What follows belongs to an exercise in optimizing a design on an open flow for small area and few clock cycles; a production flow would make more cautious choices.
The RTL was checked by simulation tests, not by an equivalence proof against the original design.
Power figures rest on the tool's default switching activity, not on a simulated workload.

**flow/design.v**
```verilog
module cas2wav_mod #(
    parameter [31:0] OUT_CAP = 32'd2097152
) (
    input  wire        clk,
    input  wire        rst,         
    input  wire        clr,         
    input  wire        baud2,       
    input  wire        mop_valid,   
    input  wire [31:0] mop_word,
    output reg         mop_done,    
    output reg         mop_err,     
    output reg  [2:0]  mop_errcode,
    output wire [31:0] wp_out,
    output reg         out_wr,
    output reg  [31:0] out_addr,
    output reg  [7:0]  out_wdata
);
    localparam [2:0] M_IDLE   = 3'd0,
                     M_SIL    = 3'd1,
                     M_PSETUP = 3'd2,
                     M_PEMIT  = 3'd3,
                     M_FIN    = 3'd4;
    localparam [1:0] K_PULSE = 2'd0,
                     K_HDR   = 2'd1,
                     K_BYTE  = 2'd2;
    localparam [2:0] E_OVERFLOW = 3'd2,
                     E_ILLEGAL  = 3'd4;
    reg [2:0]  state;
    reg [1:0]  kind;
    reg [31:0] wp;
    reg [27:0] rem;        
    reg        ptone;      
    reg [7:0]  sr;         
    reg [3:0]  sym;        
    reg        half;       
    reg [5:0]  ph;
    reg [2:0]  inc;
    reg [5:0]  pcnt;
    reg [5:0]  hidx;       
    assign wp_out = wp;
    function [7:0] sine36;
        input [5:0] m;
        begin
            case (m)
                6'd0:  sine36 = 8'h80;  6'd1:  sine36 = 8'h96;  6'd2:  sine36 = 8'hAB;
                6'd3:  sine36 = 8'hBF;  6'd4:  sine36 = 8'hD1;  6'd5:  sine36 = 8'hE1;
                6'd6:  sine36 = 8'hED;  6'd7:  sine36 = 8'hF7;  6'd8:  sine36 = 8'hFD;
                6'd9:  sine36 = 8'hFF;  6'd10: sine36 = 8'hFD;  6'd11: sine36 = 8'hF7;
                6'd12: sine36 = 8'hED;  6'd13: sine36 = 8'hE1;  6'd14: sine36 = 8'hD1;
                6'd15: sine36 = 8'hBF;  6'd16: sine36 = 8'hAB;  6'd17: sine36 = 8'h96;
                6'd18: sine36 = 8'h80;  6'd19: sine36 = 8'h6A;  6'd20: sine36 = 8'h55;
                6'd21: sine36 = 8'h41;  6'd22: sine36 = 8'h2F;  6'd23: sine36 = 8'h1F;
                6'd24: sine36 = 8'h13;  6'd25: sine36 = 8'h09;  6'd26: sine36 = 8'h03;
                6'd27: sine36 = 8'h01;  6'd28: sine36 = 8'h03;  6'd29: sine36 = 8'h09;
                6'd30: sine36 = 8'h13;  6'd31: sine36 = 8'h1F;  6'd32: sine36 = 8'h2F;
                6'd33: sine36 = 8'h41;  6'd34: sine36 = 8'h55;  6'd35: sine36 = 8'h6A;
                default: sine36 = 8'h80;
            endcase
        end
    endfunction
    function [7:0] wav_hdr;
        input [5:0]  i;
        input [31:0] d;
        begin
            case (i)
                6'd0:  wav_hdr = 8'h52; 6'd1:  wav_hdr = 8'h49; 6'd2:  wav_hdr = 8'h46; 6'd3:  wav_hdr = 8'h46;
                6'd4:  wav_hdr = d[7:0];   6'd5:  wav_hdr = d[15:8];
                6'd6:  wav_hdr = d[23:16]; 6'd7:  wav_hdr = d[31:24];
                6'd8:  wav_hdr = 8'h57; 6'd9:  wav_hdr = 8'h41; 6'd10: wav_hdr = 8'h56; 6'd11: wav_hdr = 8'h45;
                6'd12: wav_hdr = 8'h66; 6'd13: wav_hdr = 8'h6D; 6'd14: wav_hdr = 8'h74; 6'd15: wav_hdr = 8'h20;
                6'd16: wav_hdr = 8'h10; 6'd17: wav_hdr = 8'h00; 6'd18: wav_hdr = 8'h00; 6'd19: wav_hdr = 8'h00;
                6'd20: wav_hdr = 8'h01; 6'd21: wav_hdr = 8'h00;
                6'd22: wav_hdr = 8'h01; 6'd23: wav_hdr = 8'h00;
                6'd24: wav_hdr = 8'hC0; 6'd25: wav_hdr = 8'hA8; 6'd26: wav_hdr = 8'h00; 6'd27: wav_hdr = 8'h00;
                6'd28: wav_hdr = 8'hC0; 6'd29: wav_hdr = 8'hA8; 6'd30: wav_hdr = 8'h00; 6'd31: wav_hdr = 8'h00;
                6'd32: wav_hdr = 8'h01; 6'd33: wav_hdr = 8'h00;
                6'd34: wav_hdr = 8'h08; 6'd35: wav_hdr = 8'h00;
                6'd36: wav_hdr = 8'h64; 6'd37: wav_hdr = 8'h61; 6'd38: wav_hdr = 8'h74; 6'd39: wav_hdr = 8'h61;
                6'd40: wav_hdr = d[7:0];   6'd41: wav_hdr = d[15:8];
                6'd42: wav_hdr = d[23:16]; 6'd43: wav_hdr = d[31:24];
                default: wav_hdr = 8'h00;
            endcase
        end
    endfunction
    wire [2:0] bit_idx   = sym[2:0] - 3'd1;
    wire       data_bit  = sr[bit_idx];
    wire       byte_tone = (sym == 4'd0) ? 1'b0 :
                           (sym <= 4'd8) ? data_bit : 1'b1;
    wire       next_tone = (kind == K_PULSE) ? ptone :
                           (kind == K_HDR)   ? 1'b1  : byte_tone;
    wire [2:0] next_inc  = next_tone ? (baud2 ? 3'd4 : 3'd2)
                                     : (baud2 ? 3'd2 : 3'd1);
    wire [5:0] next_len  = (next_inc == 3'd1) ? 6'd36 :
                           (next_inc == 3'd2) ? 6'd18 : 6'd9;
    wire       pulses_left = (kind == K_BYTE) ? (sym != 4'd13) : (rem != 28'd0);
    wire       overflow    = (wp >= OUT_CAP);
    wire [31:0] fin_d = wp - 32'd44;
    always @(*) begin
        mop_done    = 1'b0;
        mop_err     = 1'b0;
        mop_errcode = 3'd0;
        out_wr      = 1'b0;
        out_addr    = wp;
        out_wdata   = 8'h80;
        case (state)
            M_IDLE: begin
                if (mop_valid) begin
                    case (mop_word[31:28])
                        4'h1, 4'h3: ;
                        4'h2: if (mop_word[27:1] != 27'd0) begin mop_err = 1'b1; mop_errcode = E_ILLEGAL; end
                        4'h4: if (mop_word[27:8] != 20'd0) begin mop_err = 1'b1; mop_errcode = E_ILLEGAL; end
                        4'h5: if (mop_word[27:0] != 28'd0) begin mop_err = 1'b1; mop_errcode = E_ILLEGAL; end
                        default: begin mop_err = 1'b1; mop_errcode = E_ILLEGAL; end
                    endcase
                end
            end
            M_SIL: begin
                if (rem == 28'd0) begin
                    mop_done = 1'b1;
                end else if (overflow) begin
                    mop_err = 1'b1; mop_errcode = E_OVERFLOW;
                end else begin
                    out_wr    = 1'b1;
                    out_wdata = 8'h80;
                end
            end
            M_PSETUP: begin
                if (!pulses_left) mop_done = 1'b1;
            end
            M_PEMIT: begin
                if (overflow) begin
                    mop_err = 1'b1; mop_errcode = E_OVERFLOW;
                end else begin
                    out_wr    = 1'b1;
                    out_wdata = sine36(ph);
                end
            end
            M_FIN: begin
                out_wr    = 1'b1;
                out_addr  = {26'd0, hidx};
                out_wdata = wav_hdr(hidx, fin_d);
                if (hidx == 6'd43) mop_done = 1'b1;
            end
            default: ;
        endcase
    end
    always @(posedge clk) begin
        if (rst || clr) begin
            state <= M_IDLE;
            wp    <= 32'd44;
        end else begin
            if (out_wr && state != M_FIN) wp <= wp + 32'd1;
            case (state)
                M_IDLE: begin
                    if (mop_valid && !mop_err) begin
                        case (mop_word[31:28])
                            4'h1: begin
                                rem   <= mop_word[27:0];
                                state <= M_SIL;
                            end
                            4'h2: begin
                                kind  <= K_PULSE;
                                ptone <= mop_word[0];
                                rem   <= 28'd1;
                                state <= M_PSETUP;
                            end
                            4'h3: begin
                                kind  <= K_HDR;
                                rem   <= mop_word[27:0];
                                state <= M_PSETUP;
                            end
                            4'h4: begin
                                kind  <= K_BYTE;
                                sr    <= mop_word[7:0];
                                sym   <= 4'd0;
                                half  <= 1'b0;
                                state <= M_PSETUP;
                            end
                            4'h5: begin
                                hidx  <= 6'd0;
                                state <= M_FIN;
                            end
                            default: ;
                        endcase
                    end
                end
                M_SIL: begin
                    if (mop_done || mop_err) state <= M_IDLE;
                    else rem <= rem - 28'd1;
                end
                M_PSETUP: begin
                    if (mop_done) begin
                        state <= M_IDLE;
                    end else begin
                        ph    <= 6'd0;
                        inc   <= next_inc;
                        pcnt  <= next_len;
                        state <= M_PEMIT;
                        if (kind == K_BYTE) begin
                            if (sym >= 4'd1 && sym <= 4'd8 && data_bit && !half) begin
                                half <= 1'b1;
                            end else begin
                                half <= 1'b0;
                                sym  <= sym + 4'd1;
                            end
                        end else begin
                            rem <= rem - 28'd1;
                        end
                    end
                end
                M_PEMIT: begin
                    if (mop_err) begin
                        state <= M_IDLE;
                    end else begin
                        ph   <= ph + {3'd0, inc};
                        pcnt <= pcnt - 6'd1;
                        if (pcnt == 6'd1) state <= M_PSETUP;
                    end
                end
                M_FIN: begin
                    hidx <= hidx + 6'd1;
                    if (mop_done) state <= M_IDLE;
                end
                default: state <= M_IDLE;
            endcase
        end
    end
endmodule
module cas2wav_tpsm (
    input  wire        clk,
    input  wire        rst,         
    input  wire        clr,         
    input  wire        go,          
    input  wire [31:0] cas_len,
    input  wire        baud2,
    input  wire [31:0] leadin_s,
    output reg         cas_rd,
    output reg  [31:0] cas_addr,
    input  wire [7:0]  cas_rdata,
    output reg         mop_valid,
    output reg  [31:0] mop_word,
    input  wire        mop_done,
    input  wire        mop_err,
    output reg         cls_valid,   
    output reg  [1:0]  cls_mode,
    output reg         trunc_err,   
    output reg         run_ok       
);
    localparam [1:0] MODE_UNKNOWN = 2'd0,
                     MODE_ASCII   = 2'd1,
                     MODE_BIN     = 2'd2,
                     MODE_BASIC   = 2'd3;
    localparam [3:0] T_IDLE   = 4'd0,
                     T_SCAN   = 4'd1,
                     T_SRD    = 4'd2,
                     T_SCHK   = 4'd3,
                     T_SFOUND = 4'd4,
                     T_CRD    = 4'd5,
                     T_CCHK   = 4'd6,
                     T_POL    = 4'd7,
                     T_DATA   = 4'd8,
                     T_DRD    = 4'd9,
                     T_DCHK   = 4'd10,
                     T_TRD    = 4'd11,
                     T_TCHK   = 4'd12,
                     T_ISSUE  = 4'd13,
                     T_WAIT   = 4'd14,
                     T_END    = 4'd15;
    localparam [31:0] W_SIL = 32'h1000_0000,
                      W_HDR = 32'h3000_0000,
                      W_BYTE = 32'h4000_0000,
                      W_FIN = 32'h5000_0000;
    reg [3:0]  st;
    reg [3:0]  ret_st;
    reg [31:0] pos;
    reg [3:0]  idx;
    reg [1:0]  cur;
    reg        eof;
    reg [2:0]  pstep;
    reg [7:0]  b0;
    reg        m_ea, m_d0, m_d3;
    function [7:0] sync_byte;
        input [2:0] i;
        begin
            case (i)
                3'd0: sync_byte = 8'h1F; 3'd1: sync_byte = 8'hA6;
                3'd2: sync_byte = 8'hDE; 3'd3: sync_byte = 8'hBA;
                3'd4: sync_byte = 8'hCC; 3'd5: sync_byte = 8'h13;
                3'd6: sync_byte = 8'h7D; default: sync_byte = 8'h74;
            endcase
        end
    endfunction
    wire [31:0] remain   = cas_len - pos;
    wire        sync_ok  = (cas_rdata == sync_byte(idx[2:0]));
    wire        lead_pos = !leadin_s[31] && (leadin_s != 32'd0);
    wire [27:0] lead_n   = lead_pos ? (leadin_s[12:0] * 28'd43200) : 28'd86400;
    wire [27:0] hdr_long  = baud2 ? 28'd32000 : 28'd16000;
    wire [27:0] hdr_short = baud2 ? 28'd8000  : 28'd4000;
    wire        n_ea = m_ea && (cas_rdata == 8'hEA);
    wire        n_d0 = m_d0 && (cas_rdata == 8'hD0);
    wire        n_d3 = m_d3 && (cas_rdata == 8'hD3);
    wire [7:0]  enc_byte = (idx == 4'd0) ? cas_rdata : b0;
    always @(*) begin
        cas_rd    = 1'b0;
        cas_addr  = pos + {28'd0, idx};
        mop_valid = (st == T_ISSUE);
        case (st)
            T_SRD, T_CRD, T_DRD: cas_rd = 1'b1;
            T_TRD: begin
                cas_rd   = 1'b1;
                cas_addr = pos;
            end
            default: ;
        endcase
    end
    always @(posedge clk) begin
        cls_valid <= 1'b0;
        trunc_err <= 1'b0;
        run_ok    <= 1'b0;
        if (rst || clr) begin
            st  <= T_IDLE;
            pos <= 32'd0;
            eof <= 1'b0;
            cur <= MODE_UNKNOWN;
        end else begin
            case (st)
                T_IDLE: begin
                    if (go) begin
                        pos <= 32'd0;
                        eof <= 1'b0;
                        cur <= MODE_UNKNOWN;
                        st  <= T_SCAN;
                    end
                end
                T_SCAN: begin
                    idx <= 4'd0;
                    if (remain < 32'd8) begin
                        mop_word <= W_FIN;
                        ret_st   <= T_END;
                        st       <= T_ISSUE;
                    end else begin
                        st <= T_SRD;
                    end
                end
                T_SRD: st <= T_SCHK;
                T_SCHK: begin
                    if (!sync_ok) begin
                        pos <= pos + 32'd1;
                        st  <= T_SCAN;
                    end else if (idx == 4'd7) begin
                        pos <= pos + 32'd8;
                        st  <= T_SFOUND;
                    end else begin
                        idx <= idx + 4'd1;
                        st  <= T_SRD;
                    end
                end
                T_SFOUND: begin
                    if (remain < 32'd10) begin
                        trunc_err <= 1'b1;
                        st        <= T_IDLE;
                    end else begin
                        idx  <= 4'd0;
                        m_ea <= 1'b1;
                        m_d0 <= 1'b1;
                        m_d3 <= 1'b1;
                        st   <= T_CRD;
                    end
                end
                T_CRD: st <= T_CCHK;
                T_CCHK: begin
                    m_ea <= n_ea;
                    m_d0 <= n_d0;
                    m_d3 <= n_d3;
                    if (idx == 4'd9) begin
                        cls_valid <= 1'b1;
                        if (n_ea) begin
                            cls_mode <= MODE_ASCII;  cur <= MODE_ASCII;
                        end else if (n_d0) begin
                            cls_mode <= MODE_BIN;    cur <= MODE_BIN;
                        end else if (n_d3) begin
                            cls_mode <= MODE_BASIC;  cur <= MODE_BASIC;
                        end else begin
                            cls_mode <= MODE_UNKNOWN; cur <= MODE_UNKNOWN;
                        end
                        pstep <= 3'd0;
                        st    <= T_POL;
                    end else begin
                        idx <= idx + 4'd1;
                        st  <= T_CRD;
                    end
                end
                T_POL: begin
                    case (pstep)
                        3'd0: begin
                            mop_word <= W_SIL | {4'd0, (cur == MODE_UNKNOWN) ? 28'd86400 : lead_n};
                            pstep    <= 3'd1;
                            ret_st   <= T_POL;
                            st       <= T_ISSUE;
                        end
                        3'd1: begin
                            mop_word <= W_HDR | {4'd0, hdr_long};
                            pstep    <= 3'd2;
                            ret_st   <= T_POL;
                            st       <= T_ISSUE;
                        end
                        3'd2, 3'd6: begin
                            eof   <= 1'b0;
                            pstep <= pstep + 3'd1;
                            st    <= T_DATA;
                        end
                        3'd3, 3'd7: begin
                            if (cur == MODE_ASCII) begin
                                if (!eof && pos < cas_len) begin
                                    pos   <= pos + 32'd8;
                                    pstep <= 3'd4;
                                end else begin
                                    st <= T_SCAN;
                                end
                            end else if (cur != MODE_UNKNOWN && pstep == 3'd3) begin
                                pos   <= (remain >= 32'd8) ? pos + 32'd8 : cas_len;
                                pstep <= 3'd4;
                            end else begin
                                st <= T_SCAN;
                            end
                        end
                        3'd4: begin
                            mop_word <= W_SIL | 32'd43200;
                            pstep    <= 3'd5;
                            ret_st   <= T_POL;
                            st       <= T_ISSUE;
                        end
                        default: begin  
                            mop_word <= W_HDR | {4'd0, hdr_short};
                            pstep    <= 3'd6;
                            ret_st   <= T_POL;
                            st       <= T_ISSUE;
                        end
                    endcase
                end
                T_DATA: begin
                    idx <= 4'd0;
                    if (remain >= 32'd8)
                        st <= T_DRD;
                    else if (remain != 32'd0)
                        st <= T_TRD;
                    else
                        st <= T_POL;
                end
                T_DRD: st <= T_DCHK;
                T_DCHK: begin
                    if (idx == 4'd0) b0 <= cas_rdata;
                    if (!sync_ok) begin
                        mop_word <= W_BYTE | {24'd0, enc_byte};
                        if (enc_byte == 8'h1A) eof <= 1'b1;
                        pos    <= pos + 32'd1;
                        ret_st <= T_DATA;
                        st     <= T_ISSUE;
                    end else if (idx == 4'd7) begin
                        st <= T_POL;      
                    end else begin
                        idx <= idx + 4'd1;
                        st  <= T_DRD;
                    end
                end
                T_TRD: st <= T_TCHK;
                T_TCHK: begin
                    mop_word <= W_BYTE | {24'd0, cas_rdata};
                    pos      <= pos + 32'd1;
                    ret_st   <= T_DATA;
                    st       <= T_ISSUE;
                end
                T_ISSUE: st <= mop_err ? T_IDLE : T_WAIT;
                T_WAIT: begin
                    if (mop_err)
                        st <= T_IDLE;
                    else if (mop_done)
                        st <= ret_st;
                end
                T_END: begin
                    run_ok <= 1'b1;
                    st     <= T_IDLE;
                end
                default: st <= T_IDLE;
            endcase
        end
    end
endmodule
module cas2wav #(
    parameter [31:0] OUT_CAP = 32'd2097152,
    parameter [31:0] CAS_CAP = 32'd65536
) (
    input  wire        clk,
    input  wire        rst,           
    input  wire        reg_wr,
    input  wire [7:0]  reg_addr,
    input  wire [31:0] reg_wdata,
    output reg  [31:0] reg_rdata,
    output wire        cas_rd,
    output wire [31:0] cas_addr,
    input  wire [7:0]  cas_rdata,
    output wire        out_wr,
    output wire [31:0] out_addr,
    output wire [7:0]  out_wdata,
    output wire        done
);
    localparam [7:0] A_CTRL     = 8'h00,
                     A_STATUS   = 8'h04,
                     A_BAUD     = 8'h08,
                     A_LEADIN_S = 8'h0C,
                     A_CAS_LEN  = 8'h10,
                     A_OUT_LEN  = 8'h14,
                     A_OUT_CAP  = 8'h18;
    localparam [2:0] E_TRUNCATED  = 3'd1,
                     E_BAD_CONFIG = 3'd3;
    reg [31:0] baud;
    reg [31:0] leadin_s;
    reg [31:0] cas_len;
    reg [31:0] out_len;
    reg        busy;
    reg        done_r;
    reg        err;
    reg [2:0]  errcode;
    reg [1:0]  mode;
    reg        mode_valid;
    assign done = done_r;
    wire [31:0] status = {21'd0, mode_valid, mode, 1'b0, errcode, 1'b0, err, done_r, busy};
    always @(*) begin
        case (reg_addr)
            A_STATUS:   reg_rdata = status;
            A_BAUD:     reg_rdata = baud;
            A_LEADIN_S: reg_rdata = leadin_s;
            A_CAS_LEN:  reg_rdata = cas_len;
            A_OUT_LEN:  reg_rdata = out_len;
            A_OUT_CAP:  reg_rdata = OUT_CAP;
            default:    reg_rdata = 32'd0;
        endcase
    end
    wire ctrl_wr   = reg_wr && (reg_addr == A_CTRL);
    wire srst      = ctrl_wr && reg_wdata[1];
    wire start     = ctrl_wr && !reg_wdata[1] && reg_wdata[0] && !busy;
    wire config_ok = ((baud == 32'd1200) || (baud == 32'd2400)) &&
                     ($signed(leadin_s) <= $signed(32'd6213)) &&
                     (cas_len <= CAS_CAP);
    wire go        = start && config_ok;
    wire baud2     = (baud == 32'd2400);
    wire        mop_valid, mop_done, mop_err;
    wire [31:0] mop_word;
    wire [2:0]  mop_errcode;
    wire [31:0] wp;
    wire        cls_valid, trunc_err, run_ok;
    wire [1:0]  cls_mode;
    wire clr = srst || go || (busy && mop_err);
    cas2wav_tpsm u_tpsm (
        .clk       (clk),
        .rst       (rst),
        .clr       (srst || (busy && mop_err)),
        .go        (go),
        .cas_len   (cas_len),
        .baud2     (baud2),
        .leadin_s  (leadin_s),
        .cas_rd    (cas_rd),
        .cas_addr  (cas_addr),
        .cas_rdata (cas_rdata),
        .mop_valid (mop_valid),
        .mop_word  (mop_word),
        .mop_done  (mop_done),
        .mop_err   (mop_err),
        .cls_valid (cls_valid),
        .cls_mode  (cls_mode),
        .trunc_err (trunc_err),
        .run_ok    (run_ok)
    );
    cas2wav_mod #(.OUT_CAP(OUT_CAP)) u_mod (
        .clk         (clk),
        .rst         (rst),
        .clr         (clr),
        .baud2       (baud2),
        .mop_valid   (mop_valid),
        .mop_word    (mop_word),
        .mop_done    (mop_done),
        .mop_err     (mop_err),
        .mop_errcode (mop_errcode),
        .wp_out      (wp),
        .out_wr      (out_wr),
        .out_addr    (out_addr),
        .out_wdata   (out_wdata)
    );
    always @(posedge clk) begin
        if (rst) begin
            baud       <= 32'd1200;
            leadin_s   <= 32'd0;
            cas_len    <= 32'd0;
            out_len    <= 32'd0;
            busy       <= 1'b0;
            done_r     <= 1'b0;
            err        <= 1'b0;
            errcode    <= 3'd0;
            mode       <= 2'd0;
            mode_valid <= 1'b0;
        end else if (srst) begin
            out_len    <= 32'd0;
            busy       <= 1'b0;
            done_r     <= 1'b0;
            err        <= 1'b0;
            errcode    <= 3'd0;
            mode       <= 2'd0;
            mode_valid <= 1'b0;
        end else begin
            if (reg_wr && !busy) begin
                case (reg_addr)
                    A_BAUD:     baud     <= reg_wdata;
                    A_LEADIN_S: leadin_s <= reg_wdata;
                    A_CAS_LEN:  cas_len  <= reg_wdata;
                    default: ;
                endcase
            end
            if (start) begin
                out_len    <= 32'd0;
                mode       <= 2'd0;
                mode_valid <= 1'b0;
                if (config_ok) begin
                    busy    <= 1'b1;
                    done_r  <= 1'b0;
                    err     <= 1'b0;
                    errcode <= 3'd0;
                end else begin
                    done_r  <= 1'b1;
                    err     <= 1'b1;
                    errcode <= E_BAD_CONFIG;
                end
            end else if (busy) begin
                if (cls_valid && !mode_valid) begin
                    mode       <= cls_mode;
                    mode_valid <= 1'b1;
                end
                if (mop_err || trunc_err) begin
                    busy    <= 1'b0;
                    done_r  <= 1'b1;
                    err     <= 1'b1;
                    errcode <= mop_err ? mop_errcode : E_TRUNCATED;
                end else if (run_ok) begin
                    busy    <= 1'b0;
                    done_r  <= 1'b1;
                    out_len <= wp;
                end
            end
        end
    end
endmodule
```
**flow/constraint.sdc**
```tcl
create_clock -name core_clock -period 8.0 [get_ports {clk}]
set_input_delay 1.6000 -clock core_clock [delete_from_list [all_inputs] [get_ports {clk}]]
set_output_delay 1.6000 -clock core_clock [all_outputs]
set_load 0.01 [all_outputs]
```
**flow/run.sh**
```bash
#!/bin/bash
# synth_recipe.tcl (not shown) runs the flow's synth.tcl, then flattens the netlist and writes it again
# the make line also repeats each setting of config.mk as NAME=value (left out here)
make -C /OpenROAD-flow-scripts/flow DESIGN_CONFIG=/design/flow/config.mk WORK_HOME=/design/flow/orfs CLKGATE_MAP_FILE= SYNTH_SCRIPT=/design/flow/synth_recipe.tcl finish
```
**flow/config.mk**
```make
export PLATFORM = sky130hd
export DESIGN_NAME = cas2wav
export DESIGN_NICKNAME = cas2wav
export VERILOG_FILES = /design/flow/design.v
export SDC_FILE = /design/flow/constraint.sdc
export NUM_CORES = 4
export LEC_CHECK = 0
export CAP_MARGIN = 20
export CORE_MARGIN = 2
export CORE_UTILIZATION = 40
export SLEW_MARGIN = 20
```
==> impl.org <==
** Synthesis
- Most used standard cells in the synthesized netlist :: nand2_1 (555), a21oi_1 (322), nor2_1 (239)
- After synthesis, the mean cell area works out to 7.826 µm².
- After synthesis the netlist holds a flip-flop and latch count of 338.
- Summing the areas of all compound-gate instances in the mapped netlist gives 20.64% of the synthesized area.
- Post-Synth XOR/XNOR Area :: 5.912%
- Among all cell types in the netlist, the one instantiated most often is nand2_1.
- Synth Warn # :: 3
- Counting flops with an async set or reset pin after synthesis yields a share of 0%.
- The synthesized design contains 116 enable-type register cells.
- Cell type contributing the most total cell area after synthesis :: dfxtp_1
- Of the post-synthesis cell area, the part taken by muxes is 1.854%.
- Cells taking the most area after synthesis :: dfxtp_1 (18%), edfxtp_1 (14%), nand2_1 (8.3%)
- The number of nets handed over by synthesis was 3425.
- The share of synthesized area in the top cell type comes to 17.75%.
- For this run, the register share of the synthesized area comes to 31.67%.
- Predominant post-synthesis flop cell :: dfxtp_1
- Main combinational cell family by area after synthesis :: simple AND/OR/NAND/NOR gates
- Summed instance area of the synthesized netlist :: 25040 µm²
- Of the total synthesized cell area, the portion taken by full adders, half adders and majority gates is 9.506%.
- Simple-gate area share of the yosys netlist :: 24.87%
- In this run, distinct cell masters in the synthesized netlist total 108.
- The cell count after synthesis came out at 3199.

** Route
- 1st-iter DRT viols :: 2307
- Detailed-routing iteration count for the pre-antenna-repair pass :: 8
- The detail route stage leaves a number of antenna-violating nets equal to 0.
- Average via count per standard cell :: 5.929
- WL final :: 90400 µm
- For this run, design rule violations remaining after detail routing come to 0.
- Routed len/inst :: 21.91 µm
- Via count :: 24459

** STA
- Relative slew margins :: 24.28%
- Final count of pins violating max slew :: 0
- Adding up every negative setup slack in the final design gives 0 ns.
- Post-route fraction of the period consumed by the critical path :: 79.24%
- The final hold violation count was 0.
- Setup repair after global routing missed its margin :: no
- Timing would allow up to 0.1577 GHz.
- Tightest Pin Transition :: 1.125 ns
- Setup violations remaining at the end of the flow were counted as 0.
- The clock arrives with 0.02131 ns of skew.
- Once routing completed, OpenROAD measured the worst setup slack at 1.661 ns.
- Tmin final :: 6.340 ns

** Global routing
- Global routing used 27.33% of the available tracks.
- Largest net degree at the start of global routing :: 98
- Residual overflow from global routing :: 0
- The first global-routing pass estimated 136900 µm of wire.
- The initial antenna violation count is 3.
- The via count of the first global-routing pass was 23090.

** CTS
- Root buffer selected by CTS :: clkbuf_16
- The clock tree synthesis step divided the H-tree into 2 levels.
- Postcts setup bufs :: 0
- The clock reaches the later pin of the worst-skew pair after 0.60 ns.
- The clock passes through at most 3 buffers.
- Clock transition at path regs :: 0.06 ns
- Number of clock sinks :: 338
- Once the clock tree was built, the resizer swapped 0 gates to a different size.
- Cts hold-fix bufs :: 0
- CTS tree :: yes
- TritonCTS created 41 clock buffers.

** Power and ir drop
- Share of power burned in registers :: 45.2%
- Leakage power summed over all cells :: 10.94 nW
- Power density over the cells :: 136.4 nW/µm²
- Internal power comes to 2.944 mW.
- Part of the total power dissipated in combinational logic :: 5.3%
- Pwr Total :: 3.907 mW
- For this design the total switching power over the nets is 0.9630 mW.
- Worst vdd rail ir drop :: 0.0001277 V
- Net Sw Frac :: 24.65%
- The share of total power dissipated in the clock network is 49.5%.

** Floorplan
- The initial utilization of the core area, before any placement, comes to 40.49%.
- Die footprint :: 64600 µm²
- Die Y-Extent :: 254.2 µm
- In this run the core area contains 91 standard-cell rows.
- In this run the standard cell core region covers 61830 µm².
- The floorplan step set the die width to 254.2 µm.
- Count of boundary I/O pins :: 158

** Cells and area
- Final cell count without fillers :: 4125
- The finished cells cover 28650 µm².
- Count of filler cells inserted in the layout :: 6155
- Final net count :: 3480
- Area growth from synthesis to layout :: 14.44%
- Cells with a size suffix above 1 make up 5.600% of the layout.

** Flow run
- Max-capacitance violation count :: 0

** Critical path
- Startpoint-to-endpoint class of the critical path :: in -> out
- STA puts the critical path data arrival time at 4.74 ns.
- Data on the critical path is required at its endpoint by 6.40 ns.
- The worst setup path is launched from an input pin.
- In this run the worst path has a maximum fanout of 15.
- STA classifies the critical path endpoint as a primary output.

** Placed design
- Routability-driven placement finished with a final weighted congestion of 0.9984.
- At the placement stage, the worst setup path has a slack of 1.753 ns.
- The placed instances occupy a cell area of 27210 µm².
- Once detailed placement completed, the half-perimeter wirelength came to 69070 µm.
- During placement, the flow inserted port buffers numbering 157.
- After detailed placement, the design holds a cell count of 4046.

** Outcome
- The flow ran to the end and the layout has no timing, DRC or antenna violations.

** Worst hold path
- Type of the tightest min-delay check :: reg -> reg
==> power by group through the flow <==
stage | clock, mW | sequential [mW] | combinational (mW)
CTS | 1.96 | 1.77 | 0.197
finish | 1.93 | 1.77 | 0.208
detailed placement | 0 | 1.80 | 0.196
floorplan | 0 | 1.80 | 0.107
global placement | 0 | 1.80 | 0.192
global route | 2.03 | 1.77 | 0.218
==> final timing paths <==
| check | from | to | slack (ns) | depth (start not counted) |
|---|---|---|---|---|
| worst max register to register | u_tpsm.pos[12] | u_tpsm.mop_word[23] | 2.42 | 14 |
| worst min-delay path | out_len[4] | out_len[4] | 0.47 | 2 |
| worst min register to register | out_len[4] | out_len[4] | 0.47 | 2 |
| worst max-delay path | reg_addr[4] | reg_rdata[5] | 1.66 | 7 |
==> kinds of logic (layout without fill, tap and decap cells) <==
kind of cell               after synthesis  in the layout
adders and majority gates              176            176
muxes                                   42             42
xor gates and xnor gates               169            169
AOI/OAI and AO/OA                      824            824
buffers and inverters                  351            438
DFF                                    338            338
and+or+nand+nor                       1299           1299
other                                    0              2
==> stage by stage <==
step,hold WS [ns],utilization [%]
floorplan,0.4334,-
global placement,0.4605,43.99
detailed placement,0.4606,44.01
CTS,0.4725,46.26
global route,0.4912,46.34
finish,0.4727,46.34
==> state kept, by name (all words and copies together), names as in the netlist, 4 cells and up, named ones only <==
| register | flops |
|---|---|
| u_tpsm.pos | 32 |
| u_tpsm.mop_word | 30 |
| out_len | 32 |
| leadin_s | 32 |
| u_mod.sym | 4 |
| cas_len | 32 |
| u_mod.pcnt | 6 |
| u_tpsm.idx | 4 |
| u_mod.hidx | 6 |
| u_tpsm.st | 4 |
| u_mod.sr | 8 |
| baud | 32 |
| u_mod.ph | 6 |
| u_mod.wp | 32 |
| u_mod.rem | 28 |
| u_tpsm.b0 | 8 |
==> critical path, stage by stage <==
cell and delay (ns):
clkdlybuf4s50_1 0.45, or4b_2 0.73, nor2_2 0.59, buf_4 0.33, a222oi_1 0.14, nand2_1 0.29
clkdlybuf4s50_1 0.61
==> cell type report <==
cell class | instances | area, µm² | area share, %
clock buffer | 57 | 1179 | 4.114
antenna | 2 | 5.005 | 0.01747
tap | 837 | 1047 | 3.655
multi-input combinational | 2510 | 15760 | 55.02
timing repair buffer | 195 | 1883 | 6.573
clock inverter | 18 | 211.5 | 0.7381
inverter | 168 | 633.1 | 2.210
sequential | 338 | 7928 | 27.67
==> per-layer routing <==
layer / routed length [µm] / vias up / global-route usage, %
met3: 6916 / 177 / 4.378
met4: 2949 / 4 / 8.739
li1: - / 11491 / -
met5: 27 / - / 0
met2: 41220 / 1022 / 44.04
met1: 39280 / 11765 / 37.41
==> cell usage in the layout, fill, tap and decap left out, types with 13 or more instances in the layout <==
cell type and instances:
xnor2_1 117, a31oi_1 23, nand2b_1 31, mux2_2 15, nor3_1 75, inv_1 165, o21ai_0 153, nand3b_1 21
fa_1 24, ha_1 151, edfxtp_1 116, nand3_1 68, nand2_1 553, mux2i_1 25, clkbuf_16 43, o211ai_1 22
nor2b_1 37, nand4_1 33, nor4_1 55, buf_4 35, o21ai_1 17, a21o_1 28, clkdlybuf4s50_1 156, or3_1 19
dfxtp_1 222, nor2_1 234, a22oi_1 63, a21oi_1 321, a221oi_1 13, a211oi_1 14, xor2_1 52, and2_1 45
and3_1 40, o21a_1 13
Testbench counts, summed over its fixed seeds: cycles 11,211,055.

[separate check: timing with driven ports]
Ports are ideal in the flow. The routed layout listed here was re-timed in OpenROAD.
Step 1, drivers: a clkbuf_16 drives clk and a buf_2 each remaining input, both assumed.
Step 2 adds t to the input delays and takes it off the output delays; t is the mean of the earliest and latest rising clock arrival at the registers after step 1. Input paths then give back, and output paths get back, about the clock's delay inside the block.
Slacks: ideal ports / drivers / drivers and shift; pairs: ideal ports / drivers.
t, ns: 0.641
slack for setup (ns): 1.660 / 1.631 / 1.631
worst setup path at the end: input to output
latest minus earliest clock arrival (ns): 0.021 / 0.021
After both steps setup and hold are still met in this run. For this run, drivers alone change the setup slack by -0.029 ns; drivers and shift together by -0.029 ns.
